This design comes from an exercise in tuning for small area on the open sky130 flow, not from production work.
The RTL of this run was laid out without a check of its function.
Power is estimated from default activity; no workload was simulated.

==> flow/design.v <==
module koki_core (
    input wire rst,
    input wire cmd_we,
    input wire [31:0] cmd,
    input wire [19:0] m_q,
    input wire grid_q,
    input wire inv_q,
    input wire ill_q,
    output wire [19:0] m_d,
    output wire grid_d,
    output wire inv_d,
    output wire ill_d,
    output wire [35:0] res,
    output wire [1:0] status
);
  wire new_n119, new_n120, new_n121, new_n122, new_n123, new_n124, new_n125, new_n126, new_n127, new_n128, new_n129, new_n130, new_n131, new_n132, new_n133, new_n134, new_n135, new_n136, new_n137, new_n138, new_n139, new_n140, new_n141, new_n142, new_n143, new_n144, new_n145, new_n146, new_n147, new_n148, new_n149, new_n150, new_n151, new_n152, new_n153, new_n154, new_n155, new_n156, new_n157, new_n158, new_n159, new_n160, new_n161, new_n162, new_n163, new_n164, new_n165, new_n166, new_n167, new_n168, new_n169, new_n170, new_n171, new_n172, new_n173, new_n174, new_n175, new_n176, new_n177, new_n178, new_n179, new_n180, new_n181, new_n182, new_n183, new_n184, new_n185, new_n186, new_n187, new_n188, new_n189, new_n190, new_n191, new_n192, new_n193, new_n194, new_n195, new_n196, new_n197, new_n198, new_n199, new_n200, new_n201, new_n202, new_n203, new_n204, new_n205, new_n206, new_n207, new_n208, new_n209, new_n210, new_n211, new_n212, new_n213, new_n214, new_n215, new_n216, new_n217, new_n218, new_n219, new_n220, new_n221, new_n222, new_n223, new_n224, new_n225, new_n226, new_n227, new_n228, new_n229, new_n230, new_n231, new_n232, new_n233, new_n234, new_n235, new_n236, new_n237, new_n238, new_n239, new_n240, new_n241, new_n242, new_n243, new_n244, new_n245, new_n246, new_n247, new_n248, new_n249, new_n250, new_n251, new_n252, new_n253, new_n254, new_n255, new_n256, new_n257, new_n258, new_n259, new_n260, new_n261, new_n262, new_n263, new_n264, new_n265, new_n266, new_n267, new_n268, new_n269, new_n270, new_n271, new_n272, new_n273, new_n274, new_n275, new_n276, new_n277, new_n278, new_n279, new_n280, new_n281, new_n282, new_n283, new_n284, new_n285, new_n286, new_n287, new_n288, new_n289, new_n290, new_n291, new_n292, new_n293, new_n294, new_n295, new_n296, new_n297, new_n298, new_n299, new_n300, new_n301, new_n302, new_n303, new_n304, new_n305, new_n306, new_n307, new_n308, new_n309, new_n310, new_n311, new_n312, new_n313, new_n314, new_n315, new_n316, new_n317, new_n318, new_n319, new_n320, new_n321, new_n322, new_n323, new_n324, new_n325, new_n326, new_n327, new_n328, new_n329, new_n330, new_n331, new_n332, new_n333, new_n334, new_n335, new_n336, new_n337, new_n338, new_n339, new_n340, new_n341, new_n342, new_n343, new_n344, new_n345, new_n346, new_n347, new_n348, new_n349, new_n350, new_n351, new_n352, new_n353, new_n354, new_n355, new_n356, new_n357, new_n358, new_n359, new_n360, new_n361, new_n362, new_n363, new_n364, new_n365, new_n366, new_n367, new_n368, new_n369, new_n370, new_n371, new_n372, new_n373, new_n374, new_n375, new_n376, new_n377, new_n378, new_n379, new_n380, new_n381, new_n382, new_n383, new_n384, new_n385, new_n386, new_n387, new_n388, new_n389, new_n390, new_n391, new_n392, new_n393, new_n394, new_n395, new_n396, new_n397, new_n398, new_n399, new_n400, new_n401, new_n402, new_n403, new_n404, new_n405, new_n406, new_n407, new_n408, new_n409, new_n410, new_n411, new_n412, new_n413, new_n414, new_n415, new_n416, new_n417, new_n418, new_n419, new_n420, new_n421, new_n422, new_n423, new_n424, new_n425, new_n426, new_n427, new_n428, new_n429, new_n430, new_n431, new_n432, new_n433, new_n434, new_n435, new_n436, new_n437, new_n438, new_n439, new_n440, new_n441, new_n442, new_n443, new_n444, new_n445, new_n446, new_n447, new_n448, new_n449, new_n450, new_n451, new_n452, new_n453, new_n454, new_n455, new_n456, new_n457, new_n458, new_n459, new_n460, new_n461, new_n462, new_n463, new_n464, new_n465, new_n466, new_n467, new_n468, new_n469, new_n470, new_n471, new_n472, new_n473, new_n474, new_n475, new_n476, new_n477, new_n478, new_n479, new_n480, new_n481, new_n482, new_n483, new_n484, new_n485, new_n486, new_n487, new_n488, new_n489, new_n490, new_n491, new_n492, new_n493, new_n494, new_n495, new_n496, new_n497, new_n498, new_n499, new_n500, new_n501, new_n502, new_n503, new_n504, new_n505, new_n506, new_n507, new_n508, new_n509, new_n510, new_n511, new_n512, new_n513, new_n514, new_n515, new_n516, new_n517, new_n518, new_n519, new_n520, new_n521, new_n522, new_n523, new_n524, new_n525, new_n526, new_n527, new_n528, new_n529, new_n530, new_n531, new_n532, new_n533, new_n534, new_n535, new_n536, new_n538, new_n539, new_n540, new_n541, new_n542, new_n543, new_n544, new_n545, new_n546, new_n547, new_n548, new_n549, new_n550, new_n551, new_n552, new_n553, new_n554, new_n555, new_n556, new_n557, new_n558, new_n559, new_n561, new_n562, new_n563, new_n564, new_n565, new_n566, new_n567, new_n568, new_n569, new_n570, new_n571, new_n572, new_n573, new_n574, new_n575, new_n576, new_n577, new_n578, new_n579, new_n580, new_n581, new_n582, new_n583, new_n585, new_n586, new_n587, new_n588, new_n589, new_n590, new_n591, new_n592, new_n593, new_n594, new_n595, new_n596, new_n597, new_n598, new_n599, new_n600, new_n601, new_n602, new_n603, new_n605, new_n606, new_n607, new_n608, new_n609, new_n610, new_n611, new_n612, new_n613, new_n614, new_n615, new_n616, new_n617, new_n619, new_n620, new_n621, new_n622, new_n623, new_n624, new_n625, new_n626, new_n627, new_n628, new_n629, new_n630, new_n631, new_n632, new_n634, new_n635, new_n636, new_n637, new_n638, new_n639, new_n640, new_n641, new_n642, new_n643, new_n644, new_n645, new_n646, new_n647, new_n649, new_n650, new_n651, new_n652, new_n653, new_n654, new_n655, new_n656, new_n657, new_n659, new_n660, new_n661, new_n662, new_n663, new_n664, new_n665, new_n666, new_n667, new_n668, new_n669, new_n670, new_n671, new_n672, new_n673, new_n675, new_n676, new_n677, new_n678, new_n679, new_n680, new_n681, new_n682, new_n683, new_n684, new_n685, new_n687, new_n688, new_n689, new_n690, new_n691, new_n692, new_n694, new_n695, new_n696, new_n697, new_n698, new_n700, new_n701, new_n702, new_n703, new_n705, new_n706, new_n707, new_n708, new_n710, new_n711, new_n712, new_n713, new_n715, new_n716, new_n717, new_n718, new_n720, new_n721, new_n722, new_n723, new_n725, new_n726, new_n727, new_n728, new_n730, new_n731, new_n732, new_n733, new_n735, new_n736, new_n737, new_n739, new_n740, new_n742, new_n743, new_n744, new_n745, new_n746, new_n747, new_n748, new_n749, new_n750, new_n751, new_n752, new_n753, new_n754, new_n755, new_n756, new_n757, new_n758, new_n759, new_n760, new_n761, new_n762, new_n763, new_n764, new_n765, new_n766, new_n767, new_n768, new_n769, new_n770, new_n771, new_n773, new_n774, new_n776, new_n777, new_n778, new_n779, new_n780, new_n781, new_n782, new_n783, new_n784, new_n785, new_n787, new_n788, new_n789, new_n790, new_n791, new_n792, new_n793, new_n794, new_n795, new_n796, new_n798, new_n799, new_n800, new_n801, new_n802, new_n803, new_n804, new_n805, new_n806, new_n808, new_n809, new_n810, new_n811, new_n812, new_n813, new_n814, new_n815, new_n816, new_n817, new_n819, new_n820, new_n821, new_n822, new_n823, new_n824, new_n825, new_n826, new_n827, new_n828, new_n830, new_n831, new_n832, new_n833, new_n834, new_n835, new_n836, new_n837, new_n839, new_n840, new_n841, new_n842, new_n843, new_n844, new_n845, new_n847, new_n848, new_n849, new_n850, new_n851, new_n852, new_n853, new_n855, new_n856, new_n857, new_n858, new_n859, new_n860, new_n861, new_n863, new_n864, new_n865, new_n866, new_n867, new_n868, new_n869, new_n871, new_n873, new_n875, new_n877, new_n879, new_n881, new_n882, new_n883, new_n884, new_n886, new_n887, new_n888, new_n889, new_n890, new_n892, new_n893, new_n894, new_n895, new_n896, new_n898, new_n899, new_n900, new_n901, new_n902, new_n904, new_n905, new_n906, new_n907, new_n908, new_n911, new_n913, new_n915, new_n917, new_n920, new_n922, new_n924, new_n926, new_n930, new_n932, new_n934;
  assign new_n119 = cmd[28] & ~cmd[31] ;
  assign new_n120 = ~cmd[20] & ~cmd[21] ;
  assign new_n121 = ~cmd[22] & new_n120;
  assign new_n122 = cmd[28] & cmd[29] ;
  assign new_n123 = cmd[30] & new_n122;
  assign new_n124 = ~new_n121 & ~new_n123;
  assign new_n125 = ~cmd[12] & ~cmd[13] ;
  assign new_n126 = ~cmd[14] & ~cmd[15] ;
  assign new_n127 = new_n125 & new_n126;
  assign new_n128 = ~cmd[8] & ~cmd[9] ;
  assign new_n129 = ~cmd[10] & ~cmd[11] ;
  assign new_n130 = new_n128 & new_n129;
  assign new_n131 = new_n127 & new_n130;
  assign new_n132 = ~cmd[29] & cmd[31] ;
  assign new_n133 = cmd[7] & new_n132;
  assign new_n134 = ~cmd[16] & ~cmd[17] ;
  assign new_n135 = ~cmd[18] & ~cmd[19] ;
  assign new_n136 = new_n134 & new_n135;
  assign new_n137 = ~new_n133 & new_n136;
  assign new_n138 = new_n131 & new_n137;
  assign new_n139 = ~cmd[28] & cmd[29] ;
  assign new_n140 = cmd[31] & new_n139;
  assign new_n141 = ~new_n138 & ~new_n140;
  assign new_n142 = ~new_n124 & ~new_n141;
  assign new_n143 = cmd[22] & ~new_n120;
  assign new_n144 = cmd[28] & new_n132;
  assign new_n145 = ~new_n143 & new_n144;
  assign new_n146 = ~new_n142 & ~new_n145;
  assign new_n147 = ~cmd[25] & ~cmd[26] ;
  assign new_n148 = ~cmd[27] & new_n147;
  assign new_n149 = ~rst & cmd_we;
  assign new_n150 = ~cmd[23] & ~cmd[24] ;
  assign new_n151 = new_n149 & new_n150;
  assign new_n152 = new_n148 & new_n151;
  assign new_n153 = ~new_n146 & new_n152;
  assign new_n154 = ~cmd[30] & new_n153;
  assign new_n155 = cmd[29] & new_n154;
  assign new_n156 = new_n119 & new_n155;
  assign new_n157 = cmd[5] & ~cmd[29] ;
  assign new_n158 = ~cmd[5] & cmd[29] ;
  assign new_n159 = ~cmd[2] & cmd[6] ;
  assign new_n160 = cmd[2] & ~cmd[6] ;
  assign new_n161 = ~new_n159 & ~new_n160;
  assign new_n162 = cmd[3] & ~cmd[7] ;
  assign new_n163 = cmd[1] & ~cmd[5] ;
  assign new_n164 = ~new_n162 & ~new_n163;
  assign new_n165 = new_n161 & new_n164;
  assign new_n166 = ~cmd[0] & cmd[4] ;
  assign new_n167 = ~cmd[1] & ~cmd[2] ;
  assign new_n168 = cmd[1] & cmd[2] ;
  assign new_n169 = ~new_n167 & ~new_n168;
  assign new_n170 = ~cmd[5] & ~cmd[6] ;
  assign new_n171 = cmd[5] & cmd[6] ;
  assign new_n172 = ~new_n170 & ~new_n171;
  assign new_n173 = new_n169 & ~new_n172;
  assign new_n174 = ~new_n169 & new_n172;
  assign new_n175 = ~new_n173 & ~new_n174;
  assign new_n176 = ~new_n166 & new_n175;
  assign new_n177 = new_n165 & ~new_n176;
  assign new_n178 = ~cmd[3] & cmd[7] ;
  assign new_n179 = ~new_n159 & ~new_n178;
  assign new_n180 = ~new_n162 & ~new_n179;
  assign new_n181 = ~new_n177 & ~new_n180;
  assign new_n182 = ~cmd[3] & ~cmd[4] ;
  assign new_n183 = cmd[5] & cmd[7] ;
  assign new_n184 = ~cmd[5] & ~cmd[7] ;
  assign new_n185 = ~new_n183 & ~new_n184;
  assign new_n186 = ~new_n182 & ~new_n185;
  assign new_n187 = ~cmd[6] & new_n168;
  assign new_n188 = ~new_n186 & ~new_n187;
  assign new_n189 = ~new_n170 & ~new_n188;
  assign new_n190 = ~cmd[5] & new_n159;
  assign new_n191 = new_n182 & new_n190;
  assign new_n192 = ~new_n189 & ~new_n191;
  assign new_n193 = ~new_n181 & ~new_n192;
  assign new_n194 = ~cmd[0] & ~cmd[2] ;
  assign new_n195 = cmd[3] & ~new_n167;
  assign new_n196 = ~new_n194 & new_n195;
  assign new_n197 = cmd[4] & new_n196;
  assign new_n198 = ~cmd[0] & ~cmd[1] ;
  assign new_n199 = new_n160 & ~new_n198;
  assign new_n200 = new_n197 & new_n199;
  assign new_n201 = ~cmd[7] & ~new_n200;
  assign new_n202 = cmd[5] & ~new_n201;
  assign new_n203 = new_n181 & ~new_n202;
  assign new_n204 = ~cmd[5] & ~new_n196;
  assign new_n205 = cmd[6] & new_n204;
  assign new_n206 = cmd[4] & ~new_n205;
  assign new_n207 = new_n203 & new_n206;
  assign new_n208 = ~cmd[4] & new_n193;
  assign new_n209 = ~new_n207 & ~new_n208;
  assign new_n210 = ~new_n186 & ~new_n201;
  assign new_n211 = cmd[7] & new_n197;
  assign new_n212 = ~new_n172 & ~new_n211;
  assign new_n213 = ~new_n210 & ~new_n212;
  assign new_n214 = cmd[3] & ~cmd[4] ;
  assign new_n215 = ~cmd[5] & ~new_n214;
  assign new_n216 = new_n169 & ~new_n215;
  assign new_n217 = ~cmd[2] & ~cmd[3] ;
  assign new_n218 = cmd[2] & cmd[3] ;
  assign new_n219 = ~cmd[4] & ~cmd[6] ;
  assign new_n220 = ~new_n218 & new_n219;
  assign new_n221 = ~new_n217 & new_n220;
  assign new_n222 = ~new_n216 & new_n221;
  assign new_n223 = ~new_n172 & new_n210;
  assign new_n224 = ~new_n222 & ~new_n223;
  assign new_n225 = ~new_n213 & new_n224;
  assign new_n226 = new_n209 & ~new_n225;
  assign new_n227 = ~new_n193 & ~new_n226;
  assign new_n228 = ~cmd[5] & new_n195;
  assign new_n229 = ~cmd[4] & ~new_n228;
  assign new_n230 = ~cmd[6] & ~new_n229;
  assign new_n231 = ~new_n227 & new_n230;
  assign new_n232 = cmd[6] & ~cmd[7] ;
  assign new_n233 = cmd[0] & new_n168;
  assign new_n234 = new_n228 & new_n233;
  assign new_n235 = cmd[4] & ~cmd[5] ;
  assign new_n236 = ~cmd[4] & cmd[5] ;
  assign new_n237 = ~new_n195 & new_n236;
  assign new_n238 = ~new_n235 & ~new_n237;
  assign new_n239 = ~new_n234 & new_n238;
  assign new_n240 = new_n232 & ~new_n239;
  assign new_n241 = cmd[6] & cmd[7] ;
  assign new_n242 = new_n198 & new_n217;
  assign new_n243 = ~new_n215 & ~new_n242;
  assign new_n244 = new_n241 & ~new_n243;
  assign new_n245 = ~cmd[3] & cmd[4] ;
  assign new_n246 = ~new_n233 & new_n245;
  assign new_n247 = new_n244 & ~new_n246;
  assign new_n248 = ~cmd[6] & ~cmd[7] ;
  assign new_n249 = cmd[5] & new_n248;
  assign new_n250 = ~new_n220 & new_n249;
  assign new_n251 = ~new_n197 & new_n250;
  assign new_n252 = ~new_n214 & ~new_n245;
  assign new_n253 = new_n169 & new_n252;
  assign new_n254 = new_n184 & new_n219;
  assign new_n255 = ~new_n218 & new_n254;
  assign new_n256 = ~new_n253 & new_n255;
  assign new_n257 = ~new_n251 & ~new_n256;
  assign new_n258 = ~new_n247 & new_n257;
  assign new_n259 = ~new_n240 & new_n258;
  assign new_n260 = ~new_n231 & new_n259;
  assign new_n261 = ~new_n227 & new_n260;
  assign new_n262 = ~cmd[5] & new_n261;
  assign new_n263 = ~cmd[28] & cmd[31] ;
  assign new_n264 = ~new_n119 & ~new_n263;
  assign new_n265 = cmd[7] & new_n264;
  assign new_n266 = ~new_n262 & new_n265;
  assign new_n267 = new_n170 & ~new_n227;
  assign new_n268 = cmd[7] & ~new_n267;
  assign new_n269 = ~cmd[29] & ~new_n268;
  assign new_n270 = ~new_n266 & ~new_n269;
  assign new_n271 = ~cmd[4] & new_n270;
  assign new_n272 = cmd[4] & ~new_n270;
  assign new_n273 = cmd[4] & new_n247;
  assign new_n274 = cmd[29] & new_n264;
  assign new_n275 = cmd[7] & new_n171;
  assign new_n276 = new_n274 & ~new_n275;
  assign new_n277 = ~new_n250 & new_n276;
  assign new_n278 = ~new_n273 & new_n277;
  assign new_n279 = ~new_n248 & ~new_n268;
  assign new_n280 = cmd[4] & cmd[6] ;
  assign new_n281 = ~new_n227 & ~new_n280;
  assign new_n282 = cmd[5] & ~new_n219;
  assign new_n283 = ~new_n281 & new_n282;
  assign new_n284 = ~new_n279 & ~new_n283;
  assign new_n285 = ~new_n230 & ~new_n284;
  assign new_n286 = new_n278 & ~new_n285;
  assign new_n287 = ~new_n264 & ~new_n284;
  assign new_n288 = ~new_n286 & ~new_n287;
  assign new_n289 = ~new_n209 & new_n225;
  assign new_n290 = ~cmd[29] & ~new_n226;
  assign new_n291 = ~new_n289 & new_n290;
  assign new_n292 = new_n261 & new_n264;
  assign new_n293 = ~new_n291 & ~new_n292;
  assign new_n294 = ~new_n197 & new_n275;
  assign new_n295 = cmd[2] & new_n184;
  assign new_n296 = ~cmd[6] & ~new_n295;
  assign new_n297 = ~new_n186 & new_n296;
  assign new_n298 = ~new_n294 & ~new_n297;
  assign new_n299 = ~new_n266 & ~new_n298;
  assign new_n300 = ~new_n293 & new_n299;
  assign new_n301 = new_n278 & new_n298;
  assign new_n302 = new_n293 & new_n301;
  assign new_n303 = ~new_n227 & new_n298;
  assign new_n304 = ~new_n264 & ~new_n303;
  assign new_n305 = ~cmd[29] & ~new_n304;
  assign new_n306 = ~new_n302 & ~new_n305;
  assign new_n307 = ~new_n300 & new_n306;
  assign new_n308 = ~new_n264 & ~new_n291;
  assign new_n309 = cmd[29] & ~new_n260;
  assign new_n310 = ~new_n308 & ~new_n309;
  assign new_n311 = cmd[1] & new_n121;
  assign new_n312 = cmd[20] & ~cmd[21] ;
  assign new_n313 = cmd[5] & new_n312;
  assign new_n314 = cmd[17] & cmd[22] ;
  assign new_n315 = ~new_n313 & ~new_n314;
  assign new_n316 = cmd[20] & cmd[21] ;
  assign new_n317 = cmd[13] & new_n316;
  assign new_n318 = ~cmd[20] & cmd[21] ;
  assign new_n319 = cmd[9] & new_n318;
  assign new_n320 = ~new_n317 & ~new_n319;
  assign new_n321 = new_n315 & new_n320;
  assign new_n322 = ~new_n311 & new_n321;
  assign new_n323 = new_n310 & ~new_n322;
  assign new_n324 = ~new_n310 & new_n322;
  assign new_n325 = cmd[0] & cmd[2] ;
  assign new_n326 = ~new_n194 & ~new_n325;
  assign new_n327 = ~new_n169 & new_n245;
  assign new_n328 = ~new_n326 & new_n327;
  assign new_n329 = new_n244 & ~new_n328;
  assign new_n330 = cmd[1] & ~new_n326;
  assign new_n331 = new_n228 & ~new_n330;
  assign new_n332 = cmd[4] & new_n195;
  assign new_n333 = ~new_n237 & ~new_n332;
  assign new_n334 = ~new_n331 & new_n333;
  assign new_n335 = ~cmd[7] & ~new_n334;
  assign new_n336 = new_n198 & new_n236;
  assign new_n337 = ~new_n245 & ~new_n336;
  assign new_n338 = ~cmd[2] & ~new_n337;
  assign new_n339 = ~cmd[1] & new_n326;
  assign new_n340 = new_n235 & new_n339;
  assign new_n341 = ~cmd[6] & ~new_n228;
  assign new_n342 = ~new_n340 & new_n341;
  assign new_n343 = ~new_n338 & new_n342;
  assign new_n344 = ~new_n335 & ~new_n343;
  assign new_n345 = new_n196 & ~new_n220;
  assign new_n346 = ~new_n204 & ~new_n345;
  assign new_n347 = new_n218 & new_n235;
  assign new_n348 = new_n248 & ~new_n347;
  assign new_n349 = ~new_n346 & new_n348;
  assign new_n350 = ~cmd[3] & new_n183;
  assign new_n351 = ~new_n349 & ~new_n350;
  assign new_n352 = ~new_n344 & new_n351;
  assign new_n353 = ~new_n329 & ~new_n352;
  assign new_n354 = new_n274 & ~new_n353;
  assign new_n355 = new_n185 & new_n203;
  assign new_n356 = ~cmd[4] & ~new_n355;
  assign new_n357 = ~new_n242 & ~new_n298;
  assign new_n358 = new_n193 & ~new_n357;
  assign new_n359 = ~new_n356 & ~new_n358;
  assign new_n360 = ~new_n208 & ~new_n359;
  assign new_n361 = cmd[28] & ~cmd[29] ;
  assign new_n362 = ~cmd[31] & new_n361;
  assign new_n363 = ~new_n207 & new_n362;
  assign new_n364 = ~new_n360 & new_n363;
  assign new_n365 = ~new_n354 & ~new_n364;
  assign new_n366 = cmd[0] & new_n121;
  assign new_n367 = cmd[8] & new_n318;
  assign new_n368 = cmd[16] & cmd[22] ;
  assign new_n369 = ~new_n367 & ~new_n368;
  assign new_n370 = ~new_n366 & new_n369;
  assign new_n371 = ~new_n365 & new_n370;
  assign new_n372 = cmd[29] & ~new_n354;
  assign new_n373 = ~new_n371 & ~new_n372;
  assign new_n374 = ~new_n324 & new_n373;
  assign new_n375 = ~new_n323 & ~new_n374;
  assign new_n376 = new_n307 & new_n375;
  assign new_n377 = ~new_n307 & ~new_n375;
  assign new_n378 = cmd[2] & new_n121;
  assign new_n379 = cmd[18] & cmd[22] ;
  assign new_n380 = cmd[6] & new_n312;
  assign new_n381 = ~new_n379 & ~new_n380;
  assign new_n382 = ~new_n378 & new_n381;
  assign new_n383 = ~new_n377 & new_n382;
  assign new_n384 = ~new_n376 & ~new_n383;
  assign new_n385 = new_n288 & new_n384;
  assign new_n386 = ~cmd[29] & ~new_n264;
  assign new_n387 = ~new_n274 & ~new_n386;
  assign new_n388 = new_n288 & ~new_n387;
  assign new_n389 = ~new_n384 & ~new_n388;
  assign new_n390 = cmd[3] & ~new_n389;
  assign new_n391 = ~new_n385 & ~new_n390;
  assign new_n392 = ~new_n272 & new_n391;
  assign new_n393 = ~new_n271 & ~new_n392;
  assign new_n394 = ~new_n158 & new_n393;
  assign new_n395 = ~new_n157 & ~new_n394;
  assign new_n396 = ~cmd[29] & ~cmd[31] ;
  assign new_n397 = ~new_n232 & ~new_n396;
  assign new_n398 = ~cmd[7] & ~cmd[29] ;
  assign new_n399 = ~new_n397 & ~new_n398;
  assign new_n400 = ~new_n395 & new_n399;
  assign new_n401 = new_n241 & new_n395;
  assign new_n402 = ~cmd[6] & cmd[29] ;
  assign new_n403 = cmd[7] & new_n402;
  assign new_n404 = ~new_n401 & ~new_n403;
  assign new_n405 = ~new_n400 & new_n404;
  assign new_n406 = ~new_n271 & ~new_n272;
  assign new_n407 = new_n391 & ~new_n406;
  assign new_n408 = ~new_n391 & new_n406;
  assign new_n409 = ~new_n132 & ~new_n408;
  assign new_n410 = ~new_n407 & new_n409;
  assign new_n411 = cmd[3] & new_n121;
  assign new_n412 = cmd[15] & new_n316;
  assign new_n413 = cmd[19] & cmd[22] ;
  assign new_n414 = ~new_n412 & ~new_n413;
  assign new_n415 = cmd[7] & new_n312;
  assign new_n416 = cmd[11] & new_n318;
  assign new_n417 = ~new_n415 & ~new_n416;
  assign new_n418 = new_n414 & new_n417;
  assign new_n419 = ~new_n411 & new_n418;
  assign new_n420 = ~new_n385 & ~new_n389;
  assign new_n421 = ~new_n419 & new_n420;
  assign new_n422 = new_n419 & ~new_n420;
  assign new_n423 = ~new_n421 & ~new_n422;
  assign new_n424 = ~new_n323 & ~new_n324;
  assign new_n425 = ~new_n373 & ~new_n424;
  assign new_n426 = new_n373 & new_n424;
  assign new_n427 = ~new_n425 & ~new_n426;
  assign new_n428 = ~new_n376 & ~new_n377;
  assign new_n429 = cmd[14] & new_n316;
  assign new_n430 = cmd[10] & new_n318;
  assign new_n431 = ~new_n429 & ~new_n430;
  assign new_n432 = new_n382 & new_n431;
  assign new_n433 = new_n428 & ~new_n432;
  assign new_n434 = ~new_n428 & new_n432;
  assign new_n435 = ~new_n433 & ~new_n434;
  assign new_n436 = ~new_n427 & new_n435;
  assign new_n437 = cmd[12] & new_n316;
  assign new_n438 = cmd[4] & new_n312;
  assign new_n439 = ~new_n437 & ~new_n438;
  assign new_n440 = new_n370 & new_n439;
  assign new_n441 = new_n365 & ~new_n440;
  assign new_n442 = ~new_n365 & new_n440;
  assign new_n443 = ~new_n441 & ~new_n442;
  assign new_n444 = new_n427 & new_n443;
  assign new_n445 = ~new_n435 & new_n444;
  assign new_n446 = ~new_n436 & ~new_n445;
  assign new_n447 = ~new_n423 & new_n446;
  assign new_n448 = new_n423 & ~new_n446;
  assign new_n449 = ~new_n447 & ~new_n448;
  assign new_n450 = new_n410 & ~new_n449;
  assign new_n451 = new_n427 & ~new_n443;
  assign new_n452 = new_n435 & new_n451;
  assign new_n453 = new_n423 & new_n452;
  assign new_n454 = ~new_n410 & ~new_n453;
  assign new_n455 = new_n449 & new_n454;
  assign new_n456 = ~new_n450 & ~new_n455;
  assign new_n457 = new_n405 & ~new_n456;
  assign new_n458 = ~new_n405 & new_n456;
  assign new_n459 = ~new_n457 & ~new_n458;
  assign new_n460 = new_n410 & new_n453;
  assign new_n461 = cmd[5] & new_n396;
  assign new_n462 = ~new_n158 & ~new_n461;
  assign new_n463 = new_n393 & new_n462;
  assign new_n464 = ~new_n393 & ~new_n462;
  assign new_n465 = ~new_n463 & ~new_n464;
  assign new_n466 = ~new_n460 & new_n465;
  assign new_n467 = cmd[6] & new_n396;
  assign new_n468 = ~new_n402 & ~new_n467;
  assign new_n469 = new_n395 & new_n468;
  assign new_n470 = ~new_n395 & ~new_n468;
  assign new_n471 = ~new_n469 & ~new_n470;
  assign new_n472 = ~new_n466 & new_n471;
  assign new_n473 = new_n465 & ~new_n471;
  assign new_n474 = ~new_n472 & ~new_n473;
  assign new_n475 = new_n459 & new_n474;
  assign new_n476 = ~new_n459 & ~new_n474;
  assign new_n477 = ~new_n475 & ~new_n476;
  assign new_n478 = new_n156 & new_n477;
  assign new_n479 = ~cmd[28] & new_n396;
  assign new_n480 = cmd[30] & ~new_n479;
  assign new_n481 = ~new_n139 & ~new_n361;
  assign new_n482 = ~cmd[30] & new_n481;
  assign new_n483 = ~new_n274 & new_n482;
  assign new_n484 = ~new_n480 & ~new_n483;
  assign new_n485 = new_n153 & new_n484;
  assign new_n486 = ~new_n443 & new_n485;
  assign new_n487 = new_n154 & ~new_n479;
  assign new_n488 = cmd[7] & cmd[29] ;
  assign new_n489 = ~new_n361 & ~new_n488;
  assign new_n490 = ~new_n254 & ~new_n489;
  assign new_n491 = cmd[30] & ~cmd[31] ;
  assign new_n492 = ~new_n490 & new_n491;
  assign new_n493 = new_n153 & new_n492;
  assign new_n494 = ~rst & ~new_n493;
  assign new_n495 = ~new_n487 & new_n494;
  assign new_n496 = m_q[0] & new_n495;
  assign new_n497 = new_n361 & new_n493;
  assign new_n498 = cmd[3] & new_n326;
  assign new_n499 = ~cmd[3] & ~new_n326;
  assign new_n500 = ~new_n498 & ~new_n499;
  assign new_n501 = new_n497 & new_n500;
  assign new_n502 = ~new_n219 & ~new_n280;
  assign new_n503 = new_n326 & ~new_n502;
  assign new_n504 = ~new_n326 & new_n502;
  assign new_n505 = ~new_n503 & ~new_n504;
  assign new_n506 = new_n139 & ~new_n505;
  assign new_n507 = ~cmd[22] & new_n312;
  assign new_n508 = ~cmd[0] & new_n507;
  assign new_n509 = cmd[0] & ~new_n507;
  assign new_n510 = ~new_n508 & ~new_n509;
  assign new_n511 = new_n122 & ~new_n510;
  assign new_n512 = ~new_n506 & ~new_n511;
  assign new_n513 = new_n493 & ~new_n512;
  assign new_n514 = ~cmd[28] & new_n132;
  assign new_n515 = new_n154 & new_n514;
  assign new_n516 = ~new_n123 & ~new_n505;
  assign new_n517 = ~cmd[20] & ~new_n516;
  assign new_n518 = cmd[22] & new_n123;
  assign new_n519 = ~new_n172 & ~new_n252;
  assign new_n520 = new_n172 & new_n252;
  assign new_n521 = ~new_n519 & ~new_n520;
  assign new_n522 = ~new_n123 & ~new_n521;
  assign new_n523 = ~new_n518 & ~new_n522;
  assign new_n524 = cmd[21] & new_n123;
  assign new_n525 = ~new_n123 & ~new_n175;
  assign new_n526 = ~new_n524 & ~new_n525;
  assign new_n527 = ~new_n523 & ~new_n526;
  assign new_n528 = ~new_n517 & new_n527;
  assign new_n529 = cmd[6] & ~new_n528;
  assign new_n530 = ~cmd[6] & new_n528;
  assign new_n531 = ~new_n529 & ~new_n530;
  assign new_n532 = new_n515 & ~new_n531;
  assign new_n533 = ~new_n513 & ~new_n532;
  assign new_n534 = ~new_n501 & new_n533;
  assign new_n535 = ~new_n496 & new_n534;
  assign new_n536 = ~new_n486 & new_n535;
  assign m_d[0] = new_n478 | ~new_n536;
  assign new_n538 = new_n427 & new_n485;
  assign new_n539 = new_n156 & new_n443;
  assign new_n540 = m_q[1] & new_n495;
  assign new_n541 = new_n517 & new_n527;
  assign new_n542 = cmd[5] & ~new_n541;
  assign new_n543 = ~cmd[5] & new_n541;
  assign new_n544 = ~new_n542 & ~new_n543;
  assign new_n545 = new_n515 & ~new_n544;
  assign new_n546 = ~cmd[22] & new_n318;
  assign new_n547 = cmd[1] & new_n546;
  assign new_n548 = ~cmd[1] & ~new_n546;
  assign new_n549 = ~new_n547 & ~new_n548;
  assign new_n550 = new_n481 & ~new_n549;
  assign new_n551 = new_n175 & ~new_n481;
  assign new_n552 = ~new_n550 & ~new_n551;
  assign new_n553 = new_n493 & new_n552;
  assign new_n554 = ~new_n545 & ~new_n553;
  assign new_n555 = ~new_n540 & new_n554;
  assign new_n556 = new_n501 & ~new_n555;
  assign new_n557 = ~new_n501 & new_n555;
  assign new_n558 = ~new_n556 & ~new_n557;
  assign new_n559 = ~new_n539 & ~new_n558;
  assign m_d[1] = new_n538 | ~new_n559;
  assign new_n561 = new_n435 & new_n485;
  assign new_n562 = ~new_n427 & ~new_n443;
  assign new_n563 = ~new_n444 & ~new_n562;
  assign new_n564 = new_n156 & ~new_n563;
  assign new_n565 = ~new_n517 & new_n523;
  assign new_n566 = ~new_n526 & new_n565;
  assign new_n567 = cmd[2] & ~new_n566;
  assign new_n568 = ~cmd[2] & new_n566;
  assign new_n569 = ~new_n567 & ~new_n568;
  assign new_n570 = new_n122 & ~new_n569;
  assign new_n571 = ~new_n481 & ~new_n521;
  assign new_n572 = ~new_n570 & ~new_n571;
  assign new_n573 = new_n493 & ~new_n572;
  assign new_n574 = ~new_n517 & ~new_n523;
  assign new_n575 = new_n526 & new_n574;
  assign new_n576 = ~cmd[4] & ~new_n575;
  assign new_n577 = cmd[4] & new_n575;
  assign new_n578 = ~new_n576 & ~new_n577;
  assign new_n579 = new_n515 & new_n578;
  assign new_n580 = m_q[2] & new_n495;
  assign new_n581 = ~new_n579 & ~new_n580;
  assign new_n582 = ~new_n573 & new_n581;
  assign new_n583 = ~new_n564 & new_n582;
  assign m_d[2] = new_n561 | ~new_n583;
  assign new_n585 = new_n423 & new_n485;
  assign new_n586 = ~new_n435 & ~new_n562;
  assign new_n587 = new_n435 & new_n562;
  assign new_n588 = ~new_n586 & ~new_n587;
  assign new_n589 = new_n156 & ~new_n588;
  assign new_n590 = m_q[3] & new_n495;
  assign new_n591 = new_n120 & ~new_n523;
  assign new_n592 = ~cmd[3] & new_n591;
  assign new_n593 = cmd[3] & ~new_n591;
  assign new_n594 = ~new_n592 & ~new_n593;
  assign new_n595 = cmd[28] & new_n493;
  assign new_n596 = ~new_n594 & new_n595;
  assign new_n597 = new_n515 & ~new_n569;
  assign new_n598 = ~new_n330 & ~new_n339;
  assign new_n599 = new_n497 & ~new_n598;
  assign new_n600 = ~new_n597 & ~new_n599;
  assign new_n601 = ~new_n596 & new_n600;
  assign new_n602 = ~new_n590 & new_n601;
  assign new_n603 = ~new_n589 & new_n602;
  assign m_d[3] = new_n585 | ~new_n603;
  assign new_n605 = ~new_n452 & new_n563;
  assign new_n606 = new_n423 & new_n605;
  assign new_n607 = ~new_n423 & ~new_n605;
  assign new_n608 = ~new_n606 & ~new_n607;
  assign new_n609 = new_n156 & ~new_n608;
  assign new_n610 = new_n410 & new_n485;
  assign new_n611 = m_q[4] & new_n495;
  assign new_n612 = cmd[2] & new_n497;
  assign new_n613 = new_n122 & new_n493;
  assign new_n614 = new_n578 & new_n613;
  assign new_n615 = ~new_n612 & ~new_n614;
  assign new_n616 = ~new_n611 & new_n615;
  assign new_n617 = ~new_n610 & new_n616;
  assign m_d[4] = new_n609 | ~new_n617;
  assign new_n619 = ~new_n435 & ~new_n451;
  assign new_n620 = ~new_n423 & new_n452;
  assign new_n621 = ~new_n619 & ~new_n620;
  assign new_n622 = ~new_n410 & new_n621;
  assign new_n623 = new_n410 & ~new_n621;
  assign new_n624 = ~new_n622 & ~new_n623;
  assign new_n625 = new_n156 & ~new_n624;
  assign new_n626 = new_n465 & new_n485;
  assign new_n627 = m_q[5] & new_n495;
  assign new_n628 = cmd[1] & new_n497;
  assign new_n629 = ~new_n544 & new_n613;
  assign new_n630 = ~new_n628 & ~new_n629;
  assign new_n631 = ~new_n627 & new_n630;
  assign new_n632 = ~new_n626 & new_n631;
  assign m_d[5] = new_n625 | ~new_n632;
  assign new_n634 = ~new_n410 & new_n453;
  assign new_n635 = ~new_n423 & ~new_n452;
  assign new_n636 = ~new_n634 & ~new_n635;
  assign new_n637 = ~new_n465 & new_n636;
  assign new_n638 = new_n465 & ~new_n636;
  assign new_n639 = ~new_n637 & ~new_n638;
  assign new_n640 = new_n156 & ~new_n639;
  assign new_n641 = ~new_n471 & new_n485;
  assign new_n642 = m_q[6] & new_n495;
  assign new_n643 = cmd[0] & new_n497;
  assign new_n644 = ~new_n531 & new_n613;
  assign new_n645 = ~new_n643 & ~new_n644;
  assign new_n646 = ~new_n642 & new_n645;
  assign new_n647 = ~new_n641 & new_n646;
  assign m_d[6] = new_n640 | ~new_n647;
  assign new_n649 = new_n460 & ~new_n465;
  assign new_n650 = ~new_n454 & ~new_n649;
  assign new_n651 = new_n471 & new_n650;
  assign new_n652 = ~new_n471 & ~new_n650;
  assign new_n653 = ~new_n651 & ~new_n652;
  assign new_n654 = new_n156 & ~new_n653;
  assign new_n655 = m_q[7] & new_n495;
  assign new_n656 = ~new_n405 & new_n485;
  assign new_n657 = ~new_n655 & ~new_n656;
  assign m_d[7] = new_n654 | ~new_n657;
  assign new_n659 = ~new_n466 & ~new_n649;
  assign new_n660 = ~new_n405 & ~new_n659;
  assign new_n661 = new_n460 & new_n473;
  assign new_n662 = new_n405 & ~new_n661;
  assign new_n663 = ~new_n405 & new_n661;
  assign new_n664 = ~new_n662 & ~new_n663;
  assign new_n665 = new_n659 & ~new_n664;
  assign new_n666 = ~new_n660 & ~new_n665;
  assign new_n667 = new_n156 & new_n666;
  assign new_n668 = new_n481 & new_n485;
  assign new_n669 = new_n477 & new_n668;
  assign new_n670 = m_q[8] & new_n495;
  assign new_n671 = cmd[8] & new_n155;
  assign new_n672 = ~new_n670 & ~new_n671;
  assign new_n673 = ~new_n669 & new_n672;
  assign m_d[8] = new_n667 | ~new_n673;
  assign new_n675 = new_n460 & ~new_n471;
  assign new_n676 = new_n465 & ~new_n675;
  assign new_n677 = ~new_n459 & new_n676;
  assign new_n678 = new_n459 & ~new_n676;
  assign new_n679 = ~new_n677 & ~new_n678;
  assign new_n680 = new_n156 & ~new_n679;
  assign new_n681 = new_n443 & new_n668;
  assign new_n682 = cmd[9] & new_n155;
  assign new_n683 = m_q[9] & new_n495;
  assign new_n684 = ~new_n682 & ~new_n683;
  assign new_n685 = ~new_n681 & new_n684;
  assign m_d[9] = new_n680 | ~new_n685;
  assign new_n687 = new_n156 & new_n664;
  assign new_n688 = ~new_n563 & new_n668;
  assign new_n689 = m_q[10] & new_n495;
  assign new_n690 = cmd[10] & new_n155;
  assign new_n691 = ~new_n689 & ~new_n690;
  assign new_n692 = ~new_n688 & new_n691;
  assign m_d[10] = new_n687 | ~new_n692;
  assign new_n694 = ~new_n588 & new_n668;
  assign new_n695 = cmd[11] & new_n155;
  assign new_n696 = m_q[11] & new_n495;
  assign new_n697 = ~new_n695 & ~new_n696;
  assign new_n698 = ~new_n694 & new_n697;
  assign m_d[11] = new_n478 | ~new_n698;
  assign new_n700 = ~new_n608 & new_n668;
  assign new_n701 = m_q[12] & new_n495;
  assign new_n702 = cmd[12] & new_n155;
  assign new_n703 = ~new_n701 & ~new_n702;
  assign m_d[12] = new_n700 | ~new_n703;
  assign new_n705 = ~new_n624 & new_n668;
  assign new_n706 = m_q[13] & new_n495;
  assign new_n707 = cmd[13] & new_n155;
  assign new_n708 = ~new_n706 & ~new_n707;
  assign m_d[13] = new_n705 | ~new_n708;
  assign new_n710 = ~new_n639 & new_n668;
  assign new_n711 = m_q[14] & new_n495;
  assign new_n712 = cmd[14] & new_n155;
  assign new_n713 = ~new_n711 & ~new_n712;
  assign m_d[14] = new_n710 | ~new_n713;
  assign new_n715 = ~new_n653 & new_n668;
  assign new_n716 = m_q[15] & new_n495;
  assign new_n717 = cmd[15] & new_n155;
  assign new_n718 = ~new_n716 & ~new_n717;
  assign m_d[15] = new_n715 | ~new_n718;
  assign new_n720 = new_n666 & new_n668;
  assign new_n721 = m_q[16] & new_n495;
  assign new_n722 = cmd[16] & new_n155;
  assign new_n723 = ~new_n721 & ~new_n722;
  assign m_d[16] = new_n720 | ~new_n723;
  assign new_n725 = new_n668 & ~new_n679;
  assign new_n726 = cmd[17] & new_n155;
  assign new_n727 = m_q[17] & new_n495;
  assign new_n728 = ~new_n726 & ~new_n727;
  assign m_d[17] = new_n725 | ~new_n728;
  assign new_n730 = new_n664 & new_n668;
  assign new_n731 = m_q[18] & new_n495;
  assign new_n732 = cmd[18] & new_n155;
  assign new_n733 = ~new_n731 & ~new_n732;
  assign m_d[18] = new_n730 | ~new_n733;
  assign new_n735 = cmd[19] & new_n155;
  assign new_n736 = m_q[19] & new_n495;
  assign new_n737 = ~new_n735 & ~new_n736;
  assign m_d[19] = new_n669 | ~new_n737;
  assign new_n739 = grid_q & new_n495;
  assign new_n740 = cmd[31] & new_n155;
  assign grid_d = new_n739 | new_n740;
  assign new_n742 = new_n182 & new_n233;
  assign new_n743 = ~new_n168 & ~new_n325;
  assign new_n744 = new_n182 & new_n743;
  assign new_n745 = cmd[29] & ~new_n744;
  assign new_n746 = ~new_n742 & ~new_n745;
  assign new_n747 = new_n275 & ~new_n387;
  assign new_n748 = ~new_n746 & new_n747;
  assign new_n749 = cmd[2] & ~new_n233;
  assign new_n750 = new_n254 & ~new_n749;
  assign new_n751 = ~new_n161 & new_n172;
  assign new_n752 = cmd[0] & ~cmd[4] ;
  assign new_n753 = cmd[7] & ~new_n752;
  assign new_n754 = ~cmd[7] & ~new_n166;
  assign new_n755 = ~new_n753 & ~new_n754;
  assign new_n756 = new_n751 & new_n755;
  assign new_n757 = ~cmd[2] & new_n166;
  assign new_n758 = new_n275 & new_n757;
  assign new_n759 = ~new_n756 & ~new_n758;
  assign new_n760 = ~new_n750 & new_n759;
  assign new_n761 = new_n165 & ~new_n752;
  assign new_n762 = new_n181 & new_n761;
  assign new_n763 = new_n760 & ~new_n762;
  assign new_n764 = ~new_n169 & new_n519;
  assign new_n765 = ~new_n253 & ~new_n764;
  assign new_n766 = ~new_n760 & new_n765;
  assign new_n767 = new_n362 & ~new_n766;
  assign new_n768 = ~new_n763 & new_n767;
  assign new_n769 = ~new_n748 & ~new_n768;
  assign new_n770 = new_n154 & ~new_n769;
  assign new_n771 = inv_q & new_n495;
  assign inv_d = new_n770 | new_n771;
  assign new_n773 = cmd_we & new_n495;
  assign new_n774 = ~rst & ill_q;
  assign ill_d = new_n773 | new_n774;
  assign new_n776 = grid_q & ~inv_q;
  assign new_n777 = ~m_q[3] & new_n776;
  assign new_n778 = m_q[2] & new_n777;
  assign new_n779 = ~m_q[2] & ~inv_q;
  assign new_n780 = grid_q & new_n779;
  assign new_n781 = m_q[3] & new_n780;
  assign new_n782 = ~new_n778 & ~new_n781;
  assign new_n783 = ~m_q[0] & ~inv_q;
  assign new_n784 = new_n782 & new_n783;
  assign new_n785 = m_q[0] & ~new_n782;
  assign res[0] = ~new_n784 & ~new_n785;
  assign new_n787 = ~m_q[4] & ~m_q[6] ;
  assign new_n788 = m_q[4] & m_q[6] ;
  assign new_n789 = ~new_n787 & ~new_n788;
  assign new_n790 = ~m_q[7] & new_n776;
  assign new_n791 = ~new_n789 & new_n790;
  assign new_n792 = m_q[7] & new_n776;
  assign new_n793 = new_n789 & new_n792;
  assign new_n794 = ~m_q[1] & ~inv_q;
  assign new_n795 = ~grid_q & new_n794;
  assign new_n796 = ~new_n793 & ~new_n795;
  assign res[1] = ~new_n791 & new_n796;
  assign new_n798 = ~m_q[8] & ~m_q[10] ;
  assign new_n799 = m_q[8] & m_q[10] ;
  assign new_n800 = ~new_n798 & ~new_n799;
  assign new_n801 = ~m_q[11] & new_n776;
  assign new_n802 = ~new_n800 & new_n801;
  assign new_n803 = m_q[11] & new_n776;
  assign new_n804 = new_n800 & new_n803;
  assign new_n805 = ~grid_q & new_n779;
  assign new_n806 = ~new_n804 & ~new_n805;
  assign res[2] = ~new_n802 & new_n806;
  assign new_n808 = ~m_q[12] & ~m_q[14] ;
  assign new_n809 = m_q[12] & m_q[14] ;
  assign new_n810 = ~new_n808 & ~new_n809;
  assign new_n811 = ~m_q[15] & new_n776;
  assign new_n812 = ~new_n810 & new_n811;
  assign new_n813 = m_q[15] & new_n776;
  assign new_n814 = new_n810 & new_n813;
  assign new_n815 = ~grid_q & ~inv_q;
  assign new_n816 = ~m_q[3] & new_n815;
  assign new_n817 = ~new_n814 & ~new_n816;
  assign res[3] = ~new_n812 & new_n817;
  assign new_n819 = ~m_q[16] & ~m_q[18] ;
  assign new_n820 = m_q[16] & m_q[18] ;
  assign new_n821 = ~new_n819 & ~new_n820;
  assign new_n822 = ~m_q[19] & new_n776;
  assign new_n823 = ~new_n821 & new_n822;
  assign new_n824 = m_q[19] & new_n776;
  assign new_n825 = new_n821 & new_n824;
  assign new_n826 = ~m_q[4] & ~inv_q;
  assign new_n827 = ~grid_q & new_n826;
  assign new_n828 = ~new_n825 & ~new_n827;
  assign res[4] = ~new_n823 & new_n828;
  assign new_n830 = ~m_q[0] & ~m_q[1] ;
  assign new_n831 = m_q[0] & m_q[1] ;
  assign new_n832 = ~new_n830 & ~new_n831;
  assign new_n833 = new_n776 & new_n832;
  assign new_n834 = m_q[3] & new_n833;
  assign new_n835 = new_n777 & ~new_n832;
  assign new_n836 = ~m_q[5] & new_n815;
  assign new_n837 = ~new_n835 & ~new_n836;
  assign res[5] = ~new_n834 & new_n837;
  assign new_n839 = ~m_q[4] & ~m_q[5] ;
  assign new_n840 = m_q[4] & m_q[5] ;
  assign new_n841 = ~new_n839 & ~new_n840;
  assign new_n842 = new_n792 & new_n841;
  assign new_n843 = ~m_q[6] & new_n815;
  assign new_n844 = new_n790 & ~new_n841;
  assign new_n845 = ~new_n843 & ~new_n844;
  assign res[6] = ~new_n842 & new_n845;
  assign new_n847 = ~m_q[8] & ~m_q[9] ;
  assign new_n848 = m_q[8] & m_q[9] ;
  assign new_n849 = ~new_n847 & ~new_n848;
  assign new_n850 = new_n801 & ~new_n849;
  assign new_n851 = ~m_q[7] & new_n815;
  assign new_n852 = new_n803 & new_n849;
  assign new_n853 = ~new_n851 & ~new_n852;
  assign res[7] = ~new_n850 & new_n853;
  assign new_n855 = ~m_q[12] & ~m_q[13] ;
  assign new_n856 = m_q[12] & m_q[13] ;
  assign new_n857 = ~new_n855 & ~new_n856;
  assign new_n858 = new_n811 & ~new_n857;
  assign new_n859 = ~m_q[8] & new_n815;
  assign new_n860 = new_n813 & new_n857;
  assign new_n861 = ~new_n859 & ~new_n860;
  assign res[8] = ~new_n858 & new_n861;
  assign new_n863 = ~m_q[16] & ~m_q[17] ;
  assign new_n864 = m_q[16] & m_q[17] ;
  assign new_n865 = ~new_n863 & ~new_n864;
  assign new_n866 = new_n824 & new_n865;
  assign new_n867 = ~m_q[9] & new_n815;
  assign new_n868 = new_n822 & ~new_n865;
  assign new_n869 = ~new_n867 & ~new_n868;
  assign res[9] = ~new_n866 & new_n869;
  assign new_n871 = ~m_q[10] & new_n815;
  assign res[10] = ~new_n777 & ~new_n871;
  assign new_n873 = ~m_q[11] & new_n815;
  assign res[11] = ~new_n790 & ~new_n873;
  assign new_n875 = ~m_q[12] & new_n815;
  assign res[12] = ~new_n801 & ~new_n875;
  assign new_n877 = ~m_q[13] & new_n815;
  assign res[13] = ~new_n811 & ~new_n877;
  assign new_n879 = ~m_q[14] & new_n815;
  assign res[14] = ~new_n822 & ~new_n879;
  assign new_n881 = m_q[2] & new_n833;
  assign new_n882 = new_n780 & ~new_n832;
  assign new_n883 = ~m_q[15] & new_n815;
  assign new_n884 = ~new_n882 & ~new_n883;
  assign res[15] = ~new_n881 & new_n884;
  assign new_n886 = ~m_q[6] & new_n841;
  assign new_n887 = m_q[6] & ~new_n841;
  assign new_n888 = new_n776 & ~new_n887;
  assign new_n889 = ~new_n886 & new_n888;
  assign new_n890 = ~m_q[16] & new_n815;
  assign res[16] = ~new_n889 & ~new_n890;
  assign new_n892 = ~m_q[10] & new_n849;
  assign new_n893 = m_q[10] & ~new_n849;
  assign new_n894 = new_n776 & ~new_n893;
  assign new_n895 = ~new_n892 & new_n894;
  assign new_n896 = ~m_q[17] & new_n815;
  assign res[17] = ~new_n895 & ~new_n896;
  assign new_n898 = ~m_q[14] & new_n857;
  assign new_n899 = m_q[14] & ~new_n857;
  assign new_n900 = new_n776 & ~new_n899;
  assign new_n901 = ~new_n898 & new_n900;
  assign new_n902 = ~m_q[18] & new_n815;
  assign res[18] = ~new_n901 & ~new_n902;
  assign new_n904 = ~m_q[19] & new_n815;
  assign new_n905 = m_q[18] & new_n865;
  assign new_n906 = ~m_q[18] & ~new_n865;
  assign new_n907 = ~new_n905 & ~new_n906;
  assign new_n908 = new_n776 & ~new_n907;
  assign res[19] = ~new_n904 & ~new_n908;
  assign res[20] = ~new_n779 & ~new_n815;
  assign new_n911 = m_q[6] & grid_q;
  assign res[21] = inv_q | new_n911;
  assign new_n913 = m_q[10] & grid_q;
  assign res[22] = inv_q | new_n913;
  assign new_n915 = m_q[14] & grid_q;
  assign res[23] = inv_q | new_n915;
  assign new_n917 = m_q[18] & grid_q;
  assign res[24] = inv_q | new_n917;
  assign res[25] = ~new_n794 & ~new_n815;
  assign new_n920 = m_q[5] & grid_q;
  assign res[26] = inv_q | new_n920;
  assign new_n922 = m_q[9] & grid_q;
  assign res[27] = inv_q | new_n922;
  assign new_n924 = m_q[13] & grid_q;
  assign res[28] = inv_q | new_n924;
  assign new_n926 = m_q[17] & grid_q;
  assign res[29] = inv_q | new_n926;
  assign res[30] = ~new_n783 & ~new_n815;
  assign res[31] = ~new_n815 & ~new_n826;
  assign new_n930 = m_q[8] & grid_q;
  assign res[32] = inv_q | new_n930;
  assign new_n932 = m_q[12] & grid_q;
  assign res[33] = inv_q | new_n932;
  assign new_n934 = m_q[16] & grid_q;
  assign res[34] = inv_q | new_n934;
  assign res[35] = inv_q;
  assign status[0] = inv_q;
  assign status[1] = ill_q;
endmodule
module koki_h74 (
    input  wire        clk,
    input  wire        rst,
    input  wire        cmd_we,
    input  wire [31:0] cmd,
    output wire [35:0] res,
    output wire [1:0]  status      
);
    reg  [19:0] m_q;
    reg         grid_q, ill_q;
    reg         ninv_q;                   
    wire        inv_q = ~ninv_q;
    wire [19:0] m_d;
    wire        grid_d, inv_d, ill_d;
    koki_core u_core (
        .rst(rst), .cmd_we(cmd_we), .cmd(cmd),
        .m_q(m_q), .grid_q(grid_q), .inv_q(inv_q), .ill_q(ill_q),
        .m_d(m_d), .grid_d(grid_d), .inv_d(inv_d), .ill_d(ill_d),
        .res(res), .status(status)
    );
    always @(posedge clk) begin
        m_q    <= m_d;
        grid_q <= grid_d;
        ninv_q <= ~inv_d;
        ill_q  <= ill_d;
    end
endmodule
==> flow/flow/run.sh <==
#!/bin/bash
# Own layout flow: the standard layout (standard.sh) with
#  - synthesis by flow/synth.tcl: the standard flow's synthesis script, but ABC maps
#    for area (flow/abc.script) and no adder cells are extracted;
#  - the port buffers that global placement inserts made from buf_1.
# Registers, their names and cell types are those of the standard synthesis.
set -euo pipefail
HERE=$(pwd)
export OWN_ABC_SCRIPT="$HERE/flow/abc.script"
export BUFFER_PORTS_ARGS="-buffer_cell sky130_fd_sc_hd__buf_1"
bash standard.sh SYNTH_SCRIPT="$HERE/flow/synth.tcl" ADDER_MAP_FILE= finish > standard.log 2>&1
==> flow/flow/abc.script <==
strash
dch
map -D 4000 -B 0.1
topo
stime -c
==> flow/flow/synth.tcl <==
# The standard flow's synthesis script (synth_recipe.tcl) with two changes: every abc
# call maps with the area-oriented script flow/abc.script, and the caller
# sets ADDER_MAP_FILE empty so no half/full adder cells are extracted.
proc synth {args} { yosys synth -nofsm -noshare {*}$args }
proc abc {args} {
  set i [lsearch -exact $args -script]
  if { $i >= 0 } {
    set args [lreplace $args [expr {$i + 1}] [expr {$i + 1}] $::env(OWN_ABC_SCRIPT)]
  }
  yosys abc {*}$args
}
source $::env(SCRIPTS_DIR)/synth.tcl
# left out here: clear keep_hierarchy, flatten, clean up, hide names made inside functions, write 1_2_yosys.v
==> flow/standard.sh <==
#!/bin/bash
# synth_recipe.tcl (not shown) runs the flow's synth.tcl, then flattens the netlist and writes it again
# the make line also repeats each setting of config.mk as NAME=value (left out here)
make -C /OpenROAD-flow-scripts/flow DESIGN_CONFIG=/design/flow/config.mk WORK_HOME=/design/flow/orfs CLKGATE_MAP_FILE= SYNTH_SCRIPT=/design/flow/synth_recipe.tcl "${@:-finish}"
==> flow/config.mk <==
export PLATFORM = sky130hd
export DESIGN_NAME = koki_h74
export DESIGN_NICKNAME = koki_h74
export VERILOG_FILES = /design/flow/design.v
export SDC_FILE = /design/flow/constraint.sdc
export NUM_CORES = 4
export LEC_CHECK = 0
export ABC_AREA = 1
export CAP_MARGIN = 20
export CORE_MARGIN = 2
export CORE_UTILIZATION = 35
export GPL_TIMING_DRIVEN = 0
export SLEW_MARGIN = 20
export SYNTH_HIERARCHICAL = 1
export SYNTH_MEMORY_MAX_BITS = 32768
==> flow/constraint.sdc <==
create_clock -name core_clock -period 7.0 [get_ports {clk}]
set_input_delay 1.4000 -clock core_clock [delete_from_list [all_inputs] [get_ports {clk}]]
set_output_delay 1.4000 -clock core_clock [all_outputs]
set_load 0.01 [all_outputs]
==> summary.txt <==
status no timing/DRC/antenna violations; share of synthesized area occupied by flip-flops and latches 0.1433; Avg Cell Area, Syn 5.667 um2; launching element type of the critical path input port; per-cell routed wire length 16.96 um; TritonCTS clock tree built; Max Fclk 0.1540 GHz; starting density of the core 0.3649; total track usage 0.2559; pin count of the biggest net entering global routing 26; grt ovf 0; synthesized flop and latch total 23; VDD IR-drop max 0.06377 mV; most common library cell in the layout ignoring fill and taps nand2_1; Clock H-tree levels 1; final number of max-transition violations 0; Layout Skew 0 ps; wire length of the first global-routing pass 20.64 mm; top area cells in the synthesized netlist dfxtp_1, nand2_1, clkinv_1, nor2_1, xor2_1; # DRC 0; DP HPWL 10.66 mm; number of buffers added by the clock tree synthesis step 3; worst hold slack 503.0 ps; Max Cap Violations 0; count of different cell masters after synthesis 32; Min Clock Period, post-route 6493 ps; post-detailed-route count of antenna-violating nets 0; transition at the pin with the smallest max-transition slack 779.7 ps; die outline area 9963 um2; Crit. End Element register; async set or reset register ratio after synthesis 0; growth of design area from synthesis to finish 15.77%; area inside the core boundary 8806 um2; number of enable flip-flop cells after synthesis 0; worst rel slew slack 0.4783; Crit-path slowest cell xor2_1; launching point of the worst reg2reg path ninv_q; cell occurring most often along the worst timing path nand2_1; arrival time of data at the critical path endpoint 6610 ps; Clock Tree Buf Depth 2; Worst Reg2Reg Path Length in Cells 4; number of cells on the worst hold path 1; hold buffer count at CTS 0; worst-case hold path end point ill_q; gate count after technology mapping 567; Main synth FF type dfxtp_1; area share of the largest cell type after synthesis 0.1433; LEAKAGE 1.405 nW; netlist area before placement 3213 um2; Clock transition at path regs 70 ps; worst min path class register to register; total detailed-routing wirelength 12.77 mm; maximum fanout along the worst path 16; num rows 34; height of the chip 99.82 um; ratio of final minimum period to clock period 0.9275; vias in the first global route 4153; most used cells in the layout excluding fill and tap cells nand2_1, nor2_1, clkinv_1; Net Count, Synth 602; I/O pin total 73; number of antenna violations at the first check in global routing 0; vias per inst 5.853; routability-driven placement congestion ratio 0.9789; accumulated negative setup slack 0 ps; clock latency reported for the late side of the worst-skew pair 250 ps; Worst Setup Path Type input port to register; Sinks on Clock Net 23; buffer cell driving the clock tree root clkbuf_8; Yosys Warn Count 7; Port Buffer Count 72; width of the die 99.82 um; area leader, netlist dfxtp_1; Worst path max stage delay 470 ps; fraction of layout cells with a size suffix above 1 0.04496; number of failing hold endpoints at the final stage 0; number of DRC markers after the initial detailed-route iteration 244; slack of the worst reg-to-reg path 5680 ps; antenna cells 0; first drt pass iteration count 5; Cell Pwr Density 135.0 nW/um2; final net count 681; Setup-failing EPs final 0; data required time of the critical path 7120 ps; min-delay src ill_q; RSZ-0062 raised after global routing false; endpoint of the most critical register-to-register path ninv_q; number of vias in the routed layout 4407
## per-layer routing
metal	part of all wire	GRT usage	vias to the layer above
li1	-	-	2135
met1	0.41	0.3105	1998
met2	0.48	0.4636	229
met3	0.061	0.01741	45
met4	0.043	0.1128	0
met5	0	0	-
## logic make-up (layout without fill, tap and decap cells)
group           Yosys count  count (layout)  share of synthesized area
compound gates          159             159                     0.3209
xor+xnor                 38              38                     0.1036
buf+inv                  89             167                     0.1075
flops                    23              23                     0.1433
simple gates            258             258                     0.3248
## where the power goes
part / switching [W] / internal, W / leakage [nW]
Combinational: 0.000200 / 0.0000912 / 1.19
Sequential: 0.000000439 / 0.000131 / 0.186
Clock: 0.0000397 / 0.0000396 / 0.0255
## modules after synthesis (local to each module, per instance)
| module | cells inside | flip-flops and latches | times used |
|---|---|---|---|
| koki_core | 542 | 0 | 1 |
| koki_h74 | 25 | 23 | 1 |
## stage by stage
| stage | area, um2 | total power, W | worst slack, ps | std cells | util |
|---|---|---|---|---|---|
| after floorplan | 3213 | 0.0003358 | 1636 | 567 | - |
| after global placement | 3618 | 0.0004148 | -593.6 | 747 | 0.4109 |
| after detailed placement | 3632 | 0.0004154 | -509.8 | 748 | 0.4125 |
| after CTS | 3684 | 0.0004942 | 2.689 | 752 | 0.4183 |
| after global routing | 3720 | 0.0005438 | 14.63 | 753 | 0.4224 |
| final | 3720 | 0.0005023 | 507.2 | 753 | 0.4224 |
## worst max-delay path: cells and delay by family
kind,cells,cell delay [ps]
AOI/OAI and AO/OA,10,1920
buffers and inverters,2,560
xor gates and xnor gates,3,910
and+or+nand+nor,14,1790
## how the worst max path moves through the flow
stage / slack, ps / to / start / cells past startpoint
global placement: -590 / m_q[0] / cmd[5] / 28
detailed placement: -510 / m_q[0] / cmd[5] / 28
floorplan: 1640 / m_q[0] / cmd[2] / 28
finish: 510 / m_q[0] / cmd[5] / 29
CTS: 3 / m_q[0] / cmd[2] / 28
global route: 10 / m_q[8] / cmd[2] / 30
## Yosys cell counts, drive strengths merged, types with 2 or more instances
master and instances:
nor3 17, xnor2 11, a31oi 5, nand2 122, nand3 27, a22oi 12
clkinv 86, a221oi 12, o2111ai 7, o31ai 2, or2 4, o21ai 38
nor4 4, o22ai 6, o211ai 7, o221ai 11, buf 3, xor2 27
dfxtp 23, a211oi 3, a32oi 4, a21oi 43, nor2 84
## flip-flops by register name, summed over array words and instances (netlist names)
signal	count
grid_q	1
ill_q	1
m_q	20
ninv_q	1
## area by class of cell
type / count / area [um2]
clock buffer: 3 / 41.29
clock inverter: 1 / 5.005
buffer: 3 / 22.52
multi-input combinational: 455 / 2429
tap: 108 / 135.1
fill: 1001 / 5086
timing repair buffer: 74 / 296.5
inverter: 86 / 330.3
sequential: 23 / 460.4
## timing repair
| action | 4_1_cts | 5_1_grt |
|---|---|---|
| buffers inserted | 0 | 1 |
| gates resized for setup | 4 | 9 |
| pin swaps | 0 | 1 |
| endpoints found under the setup margin | 11 | 17 |

==> re-timing with driven ports <==
The results above use ideal ports. As a check the final layout listed here was re-extracted and re-timed, cells and wires unchanged. Step 1: set_driving_cell puts a clkbuf_16 on clk and a buf_2 on each other input, an assumption about the parent block. Step 2 moves the port delays by t, midway between the first and last clock arrival at a register: inputs arrive t later, outputs are due t later. That takes back most of the time a late clock gives input paths. Slacks: ideal ports / drivers / drivers and shift; pairs: ideal ports / drivers.
t (ns): 0.281
setup WS [ns]: 0.507 / 0.511 / 0.230
hold WS [ns]: 0.503 / 0.503 / 0.503
slew at the worst register clock pin (ns): 0.08 / 0.08
After both steps this run still meets setup and hold. The setup slack of this run moves by +0.004 ns with the drivers and by -0.277 ns with both steps.
